From an optimization exercise on the open Yosys and OpenROAD flow, aimed at small area, a short achievable clock period and few clock cycles per item; shortcuts taken in it are not production practice. Only the layout flow was run in this run; the RTL was not checked for function there.

==> design.v <==
module sha256_hash_engine (
    input  wire         clk,
    input  wire         rst_n,       
    input  wire         start,
    input  wire         in_valid,
    output wire         in_ready,
    input  wire [7:0]   in_byte,
    input  wire         in_last,
    input  wire         in_empty,
    output reg          dig_valid,
    output wire [255:0] dig
);
    reg         busy;        
    reg         fin;         
    reg         fin_last;    
    reg         rdy;         
    reg         last_in;     
    reg         p80;         
    reg         final_blk;   
    reg [2:0]   acn;         
    reg [31:0]  acc;         
    reg [4:0]   wc;          
    reg [6:0]   pq;          
    reg         hv;          
    reg [31:0]  hkw;
    reg [15:0]  msg_len;
    reg [511:0] win;         
    reg [31:0]  H0, H1, H2, H3, H4, H5, H6, H7;
    reg [31:0]  a, b, c, d, e, f, g, h;
    assign in_ready = rdy;
    assign dig = {H0, H1, H2, H3, H4, H5, H6, H7};
    function [31:0] kconst(input [5:0] i);
        case (i)
            6'd0:  kconst = 32'h428a2f98; 6'd1:  kconst = 32'h71374491;
            6'd2:  kconst = 32'hb5c0fbcf; 6'd3:  kconst = 32'he9b5dba5;
            6'd4:  kconst = 32'h3956c25b; 6'd5:  kconst = 32'h59f111f1;
            6'd6:  kconst = 32'h923f82a4; 6'd7:  kconst = 32'hab1c5ed5;
            6'd8:  kconst = 32'hd807aa98; 6'd9:  kconst = 32'h12835b01;
            6'd10: kconst = 32'h243185be; 6'd11: kconst = 32'h550c7dc3;
            6'd12: kconst = 32'h72be5d74; 6'd13: kconst = 32'h80deb1fe;
            6'd14: kconst = 32'h9bdc06a7; 6'd15: kconst = 32'hc19bf174;
            6'd16: kconst = 32'he49b69c1; 6'd17: kconst = 32'hefbe4786;
            6'd18: kconst = 32'h0fc19dc6; 6'd19: kconst = 32'h240ca1cc;
            6'd20: kconst = 32'h2de92c6f; 6'd21: kconst = 32'h4a7484aa;
            6'd22: kconst = 32'h5cb0a9dc; 6'd23: kconst = 32'h76f988da;
            6'd24: kconst = 32'h983e5152; 6'd25: kconst = 32'ha831c66d;
            6'd26: kconst = 32'hb00327c8; 6'd27: kconst = 32'hbf597fc7;
            6'd28: kconst = 32'hc6e00bf3; 6'd29: kconst = 32'hd5a79147;
            6'd30: kconst = 32'h06ca6351; 6'd31: kconst = 32'h14292967;
            6'd32: kconst = 32'h27b70a85; 6'd33: kconst = 32'h2e1b2138;
            6'd34: kconst = 32'h4d2c6dfc; 6'd35: kconst = 32'h53380d13;
            6'd36: kconst = 32'h650a7354; 6'd37: kconst = 32'h766a0abb;
            6'd38: kconst = 32'h81c2c92e; 6'd39: kconst = 32'h92722c85;
            6'd40: kconst = 32'ha2bfe8a1; 6'd41: kconst = 32'ha81a664b;
            6'd42: kconst = 32'hc24b8b70; 6'd43: kconst = 32'hc76c51a3;
            6'd44: kconst = 32'hd192e819; 6'd45: kconst = 32'hd6990624;
            6'd46: kconst = 32'hf40e3585; 6'd47: kconst = 32'h106aa070;
            6'd48: kconst = 32'h19a4c116; 6'd49: kconst = 32'h1e376c08;
            6'd50: kconst = 32'h2748774c; 6'd51: kconst = 32'h34b0bcb5;
            6'd52: kconst = 32'h391c0cb3; 6'd53: kconst = 32'h4ed8aa4a;
            6'd54: kconst = 32'h5b9cca4f; 6'd55: kconst = 32'h682e6ff3;
            6'd56: kconst = 32'h748f82ee; 6'd57: kconst = 32'h78a5636f;
            6'd58: kconst = 32'h84c87814; 6'd59: kconst = 32'h8cc70208;
            6'd60: kconst = 32'h90befffa; 6'd61: kconst = 32'ha4506ceb;
            6'd62: kconst = 32'hbef9a3f7; default: kconst = 32'hc67178f2;
        endcase
    endfunction
    wire [31:0] S1  = {e[5:0], e[31:6]} ^ {e[10:0], e[31:11]} ^ {e[24:0], e[31:25]};
    wire [31:0] ch  = (e & f) ^ (~e & g);
    wire [31:0] S0  = {a[1:0], a[31:2]} ^ {a[12:0], a[31:13]} ^ {a[21:0], a[31:22]};
    wire [31:0] maj = (a & b) ^ (a & c) ^ (b & c);
    wire [31:0] a_new = hkw + S1 + ch + S0 + maj;
    wire [31:0] e_new = d + hkw + S1 + ch;
    wire [31:0] p15 = win[31:0];
    wire [31:0] p14 = win[63:32];
    wire [31:0] p9  = win[223:192];
    wire [31:0] p1  = win[479:448];
    wire [31:0] p0  = win[511:480];
    wire [31:0] s0w = {p1[6:0], p1[31:7]} ^ {p1[17:0], p1[31:18]} ^ (p1 >> 3);
    wire [31:0] s1w = {p14[16:0], p14[31:17]} ^ {p14[18:0], p14[31:19]} ^ (p14 >> 10);
    wire [31:0] w_sch = s1w + p9 + s0w + p0;
    wire do_round = hv;
    wire sched    = (pq[5:4] != 2'd0);                 
    wire pre      = busy && !fin && !pq[6] && (sched || (wc == pq[4:0] + 5'd1));
    wire win_free = busy && !wc[4];                     
    wire xfer     = win_free && (acn == 3'd4);          
    wire padw     = win_free && last_in && (acn != 3'd4);  
    wire take     = in_valid && rdy;
    wire t63      = do_round && pq[6];                  
    wire ring     = fin || (do_round && (pq == 7'd62 || pq == 7'd63 || pq == 7'd64));
    reg  [31:0] pad_word;
    always @(*) begin
        if (!p80) begin
            case (acn[1:0])
                2'd0:    pad_word = 32'h80000000;
                2'd1:    pad_word = {acc[7:0], 24'h800000};
                2'd2:    pad_word = {acc[15:0], 16'h8000};
                default: pad_word = {acc[23:0], 8'h80};
            endcase
        end else if (final_blk && wc[3:0] == 4'd15)
            pad_word = {13'd0, msg_len, 3'b000};
        else
            pad_word = 32'h0;
    end
    wire [31:0] w_in  = sched ? w_sch : (xfer ? acc : pad_word);
    wire        shift = (pre && sched) || xfer || padw;
    wire [31:0] w_q   = sched ? w_sch : p15;
    wire [31:0] x_h   = do_round ? g : h;
    wire [31:0] ff_a = H3 + a;
    wire [31:0] ff_e = H7 + e;
    reg        busy_n, last_in_n;
    reg [2:0]  acn_n;
    reg [4:0]  wc_n;
    always @(*) begin
        busy_n    = busy;
        last_in_n = last_in;
        acn_n     = acn;
        wc_n      = wc;
        if (xfer)  acn_n = 3'd0;
        if (padw)  acn_n = 3'd0;
        if (take) begin
            acn_n = acn_n + 3'd1;
            if (in_last) last_in_n = 1'b1;
        end
        if (xfer || padw) wc_n = wc + 5'd1;
        if (t63) begin
            wc_n = 5'd0;
            if (final_blk) busy_n = 1'b0;
        end
        if (!busy && !fin && start) begin
            busy_n    = 1'b1;
            last_in_n = in_empty;
            acn_n     = 3'd0;
            wc_n      = 5'd0;
        end
    end
    always @(posedge clk) begin
        if (!rst_n) begin
            busy      <= 1'b0;
            fin       <= 1'b0;
            hv        <= 1'b0;
            rdy       <= 1'b0;
            dig_valid <= 1'b0;
        end else begin
            busy      <= busy_n;
            last_in   <= last_in_n;
            acn       <= acn_n;
            wc        <= wc_n;
            rdy       <= busy_n && !last_in_n && !(acn_n == 3'd4 && wc_n[4]);
            fin       <= t63;
            dig_valid <= fin && fin_last;
            hv        <= pre;
            if (pre) pq <= pq + 7'd1;
            if (t63) begin
                pq       <= 7'd0;
                fin_last <= final_blk;
            end
            if (take) msg_len <= msg_len + 16'd1;
            if (padw && !p80) begin
                p80 <= 1'b1;
                if (!wc[3] || wc[2:0] < 3'd6) final_blk <= 1'b1;    
            end
            if (fin && p80) final_blk <= 1'b1;
            if (!busy && !fin && start) begin
                pq        <= 7'd0;
                msg_len   <= 16'd0;
                p80       <= 1'b0;
                final_blk <= 1'b0;
            end
        end
    end
    always @(posedge clk) begin
        if (take) acc <= {acc[23:0], in_byte};
        if (shift) win <= {win[479:0], w_in};
        if (pre) hkw <= x_h + kconst(pq[5:0]) + w_q;
        if (!busy && !fin && start) begin
            {H0, H1, H2, H3} <= {32'h6a09e667, 32'hbb67ae85, 32'h3c6ef372, 32'ha54ff53a};
            {H4, H5, H6, H7} <= {32'h510e527f, 32'h9b05688c, 32'h1f83d9ab, 32'h5be0cd19};
            {a, b, c, d} <= {32'h6a09e667, 32'hbb67ae85, 32'h3c6ef372, 32'ha54ff53a};
            {e, f, g, h} <= {32'h510e527f, 32'h9b05688c, 32'h1f83d9ab, 32'h5be0cd19};
        end else begin
            if (ring) begin
                {H0, H1, H2, H3} <= {ff_a, H0, H1, H2};
                {H4, H5, H6, H7} <= {ff_e, H4, H5, H6};
            end
            if (fin)
                {a, b, c, d, e, f, g, h} <= {ff_a, H0, H1, H2, ff_e, H4, H5, H6};
            else if (do_round)
                {a, b, c, d, e, f, g, h} <= {a_new, a, b, c, e_new, e, f, g};
        end
    end
endmodule
==> run.sh <==
#!/bin/bash
# synth_recipe.tcl (not shown) runs the flow's synth.tcl, then flattens the netlist and writes it again
# the make line also repeats each setting of config.mk as NAME=value (left out here)
make -C /OpenROAD-flow-scripts/flow DESIGN_CONFIG=/design/flow/config.mk WORK_HOME=/design/flow/orfs CLKGATE_MAP_FILE= SYNTH_SCRIPT=/design/flow/synth_recipe.tcl finish
==> config.mk <==
export PLATFORM = sky130hd
export DESIGN_NAME = sha256_hash_engine
export DESIGN_NICKNAME = sha256_hash_engine
export VERILOG_FILES = /design/flow/design.v
export SDC_FILE = /design/flow/constraint.sdc
export NUM_CORES = 4
export LEC_CHECK = 0
export CAP_MARGIN = 20
export CORE_MARGIN = 2
export CORE_UTILIZATION = 40
export SLEW_MARGIN = 20
==> constraint.sdc <==
create_clock -name core_clock -period 10.0 [get_ports {clk}]
set_input_delay 2.0000 -clock core_clock [delete_from_list [all_inputs] [get_ports {clk}]]
set_output_delay 2.0000 -clock core_clock [all_outputs]
set_load 0.01 [all_outputs]
==> results.txt <==
-- worst register-to-register path: cells and delay by family, from the launching register on --
family	cells	cell delay, ns
compound gates	12	3.16
xor+xnor	5	0.85
fa+ha+maj	6	2.59
buf+inv	3	0.18
flops	1	0.48
simple gates	6	0.69
-- cell usage after synthesis, drive strengths merged (8+ instances only) --
| cell | count | area share, % |
|---|---|---|
| a22oi | 40 | 0.53 |
| a221o | 10 | 0.16 |
| or3 | 9 | 0.091 |
| a21o | 123 | 1.5 |
| a21oi | 382 | 3.1 |
| o221ai | 11 | 0.16 |
| nor2 | 241 | 1.5 |
| a21boi | 17 | 0.21 |
| nand2 | 780 | 4.8 |
| mux2i | 234 | 3.8 |
| o31ai | 12 | 0.15 |
| ha | 208 | 4.2 |
| nand3 | 167 | 1.4 |
| o22ai | 12 | 0.12 |
| dfxtp | 549 | 18 |
| nand2b | 29 | 0.29 |
| a211oi | 57 | 0.69 |
| a311oi | 9 | 0.13 |
| mux2 | 38 | 0.69 |
| a31oi | 36 | 0.37 |
| fa | 250 | 8.1 |
| a2111oi | 9 | 0.16 |
| a2bb2oi | 107 | 1.5 |
| nor3b | 8 | 0.098 |
| o21ai | 325 | 2.6 |
| a22o | 9 | 0.13 |
| buf | 63 | 0.53 |
| a221oi | 14 | 0.20 |
| and3 | 18 | 0.18 |
| edfxtp | 611 | 30 |
| o21a | 37 | 0.45 |
| and2 | 15 | 0.15 |
| nor3 | 40 | 0.32 |
| clkbuf | 273 | 1.7 |
| inv | 542 | 3.3 |
| xor2 | 123 | 1.7 |
| o311ai | 8 | 0.14 |
| o211ai | 45 | 0.55 |
| nor2b | 29 | 0.29 |
| nand4 | 17 | 0.17 |
| o21bai | 24 | 0.29 |
| xnor2 | 319 | 4.5 |
-- placed cells by master (no fill, tap or decap), types with 24 or more instances in the layout --
master	count
sky130_fd_sc_hd__nand2_1	777
sky130_fd_sc_hd__edfxtp_1	611
sky130_fd_sc_hd__dfxtp_1	547
sky130_fd_sc_hd__inv_1	540
sky130_fd_sc_hd__a21oi_1	382
sky130_fd_sc_hd__xnor2_1	319
sky130_fd_sc_hd__o21ai_0	319
sky130_fd_sc_hd__clkdlybuf4s50_1	271
sky130_fd_sc_hd__fa_1	250
sky130_fd_sc_hd__nor2_1	237
sky130_fd_sc_hd__mux2i_1	233
sky130_fd_sc_hd__ha_1	208
sky130_fd_sc_hd__nand3_1	167
sky130_fd_sc_hd__clkbuf_16	134
sky130_fd_sc_hd__xor2_1	123
sky130_fd_sc_hd__a21o_1	123
sky130_fd_sc_hd__a2bb2oi_1	107
sky130_fd_sc_hd__a211oi_1	57
sky130_fd_sc_hd__buf_4	46
sky130_fd_sc_hd__o211ai_1	45
sky130_fd_sc_hd__nor3_1	40
sky130_fd_sc_hd__mux2_2	38
sky130_fd_sc_hd__o21a_1	37
sky130_fd_sc_hd__a31oi_1	36
sky130_fd_sc_hd__a22oi_1	36
sky130_fd_sc_hd__nor2b_1	29
sky130_fd_sc_hd__nand2b_1	29
sky130_fd_sc_hd__clkbuf_1	28
sky130_fd_sc_hd__o21bai_1	24
-- how the worst max path moves through the flow --
stage	slack [ns]	depth (start not counted)	endpoint
finish	1.73	32	hkw[31]$_DFFE_PP_
global route	1.32	31	hkw[31]$_DFFE_PP_
CTS	1.89	31	hkw[31]$_DFFE_PP_
detailed placement	2.03	31	hkw[29]$_DFFE_PP_
global placement	2.10	31	hkw[29]$_DFFE_PP_
floorplan	0.43	4	win[0]$_DFFE_PP_
-- registers in the layout, summed over array words and instances, names as in the netlist, 32 cells and up, named ones only --
name and flops:
f 32, H1 32, H7 32, H5 32
c 32, H0 32, win 512, H6 32
hkw 32, H3 32, a 32, b 32
e 32, acc 32, h 32, g 32
d 32, H2 32, H4 32
-- kinds of logic after synthesis --
| logic type | count (synthesis) | synth area share [%] |
|---|---|---|
| buf+inv | 879 | 5.505 |
| fa+ha+maj | 461 | 12.40 |
| flops | 1160 | 47.63 |
| compound gates | 1351 | 14.18 |
| simple gates | 1379 | 9.508 |
| xor+xnor | 442 | 6.285 |
| mux | 272 | 4.497 |
-- layout make-up --
type | instances | area (sq um) | share of cell area (%)
timing repair buffer | 324 | 3186 | 4.518
clock inverter | 58 | 763.2 | 1.082
inverter | 543 | 2047 | 2.903
multi-input combinational | 3905 | 28950 | 41.06
clock buffer | 177 | 3665 | 5.197
sequential | 1160 | 29350 | 41.62
tap | 2044 | 2557 | 3.627
-- routing by layer --
metal	wire [microns]	GRT usage, %	up-vias
li1	-	-	20830
met1	86870	34.33	22380
met2	92200	39.72	1552
met3	13410	4.252	253
met4	5808	7.618	0
met5	0	0	-
-- metrics by stage --
step / cell area [sq um] / util, % / setup WS (ns)
floorplan: 61610 / - / 0.4288
global placement: 66080 / 43.05 / 2.103
detailed placement: 66080 / 43.05 / 2.034
CTS: 70510 / 45.93 / 1.890
global route: 70510 / 45.94 / 1.315
finish: 70510 / 45.94 / 1.732
==> flow_summary.json <==
{
  "postSynthAreaPerCell_sq_um": 10.36,
  "grt_pass1_wl_microns": 291300,
  "initial_cell_density_of_the_core_pct": 40.13,
  "total_number_of_h_tree_levels": 4,
  "io_pins": 272,
  "yosys_register_bits": 1160,
  "timing_worst_setup_path_type": "reg2reg",
  "routed_wire_length_per_instance_microns": 24.15,
  "hold_path_startpoint": "win[238]$_DFFE_PP_",
  "number_of_enable_type_register_cells_in_the_synthesized_netlist": 611,
  "yosysWarningCount": 1,
  "antenna_found_initial": 2,
  "drive_above_1_share_pct": 5.238,
  "clock-skew-final_ns": 0.05921,
  "coreArea_sq_um": 153500,
  "max_clock_freq_ghz": 0.1209,
  "crit_required_ns": 10.48,
  "path_clk_slew_ns": 0.06,
  "worst_hold_endpoint": "win[270]$_DFFE_PP_",
  "gr-usage-all-layers_pct": 24.82,
  "setup.worst_path.start_class": "register",
  "via_total_after_detailed_routing": 45010,
  "cts_inserted_buffers": 131,
  "clock_tree.root_cell": "sky130_fd_sc_hd__clkbuf_16",
  "clock_tree.buffer_depth": 3,
  "number_of_setup_buffers_added_after_cts": 0,
  "totalNegativeSetupSlack_ns": 0,
  "worstSetupEndpointType": "register",
  "clock_sinks": 1160,
  "synth_cell_type_count": 85,
  "die_height_microns": 396.4,
  "hold_depth": 0,
  "r2r_slack_ns": 1.73,
  "num_antenna_cells": 0,
  "worst_min_path_class": "reg2reg",
  "final_period_minus_worst_setup_slack_ns": 8.268,
  "final_nets": 6537,
  "async_flop_share_pct": 0,
  "nFillCells": 14380,
  "layoutNonFillerInstCount": 8211,
  "post_cts_resized": 0,
  "post_drt_via_cell_ratio": 5.482,
  "part_of_the_yosys_area_used_for_sequential_elements_pct": 47.63,
  "initialDrtViolationCount": 4365,
  "place_inst": 7975,
  "wl_microns": 198300,
  "syn_inst": 5944,
  "globalplace.congestion": 0.9417,
  "count_of_pins_over_their_slew_limit": 0,
  "reg2regPathDepth": 32,
  "cp-startpoint": "win[456]$_DFFE_PP_",
  "mappedNetlistNets": 6416,
  "max_cap_violations": 0,
  "placementRows": 144,
  "r2r_path_start": "win[456]$_DFFE_PP_",
  "synthesis.area_sq_um": 61600,
  "critical_register_to_register_path_endpoint": "hkw[31]$_DFFE_PP_",
  "insertion_delay_ns": 0.79,
  "yosys_most_used_dff": "sky130_fd_sc_hd__edfxtp_1",
  "tritoncts": "yes",
  "first_pass_iters": 6,
  "critical_path_arrival_ns": 8.75,
  "first_global_vias": 43040,
  "critPathTopFamily": "compound AO/OA/AOI/OAI gates",
  "drc": 0,
  "min_period_over_period_pct": 82.68,
  "setup_violations": 0,
  "status": "timing/DRC/antenna clean",
  "overall_die_area_sq_um": 157100,
  "syn_to_final_growth_pct": 14.47,
  "whs_ns": 0.3982,
  "largest_net_degree_at_the_start_of_global_routing": 183,
  "relSlewSlack_pct": 29.63,
  "cts_hold_buf": 0,
  "globalRoute.totalOverflow": 0,
  "ant_nets": 0,
  "rsz0062_at_grt": "no",
  "timing.critical_path.buf_inv": 3,
  "crit_fanout": 6,
  "port-buffer-count": 271,
  "tightestPinTransition_ns": 1.056,
  "finalHoldViolCount": 0,
  "timing.critical_path.slowest_cell_delay_ns": 0.55,
  "die_span_x_microns": 396.4,
  "hpwlAfterDp_microns": 144800,
  "crit_path_top_delay_cell": "sky130_fd_sc_hd__fa_1"
}

afterwards: timing with drivers on the ports:
Ports are ideal in the flow. The routed layout listed here was re-timed in OpenROAD.
Step 1 sets driving cells, clkbuf_16 on the clock port and buf_2 on the other inputs (assumed; they add their load-dependent delay and slew).
Step 2 moves the port delays by t, midway between the first and last clock arrival at a register: inputs arrive t later, outputs are due t later. That takes back most of the time a late clock gives input paths.
Three values: ideal, step 1, step 2; two values: the first two.
shift t [ns]: 0.853
setup slack, ns: 1.732 / 1.732 / 1.732
worst setup path after step 2: register to register
After both steps this run still meets setup and hold. The setup slack of this run moves by 0.000 ns with the drivers and by 0.000 ns with both steps.
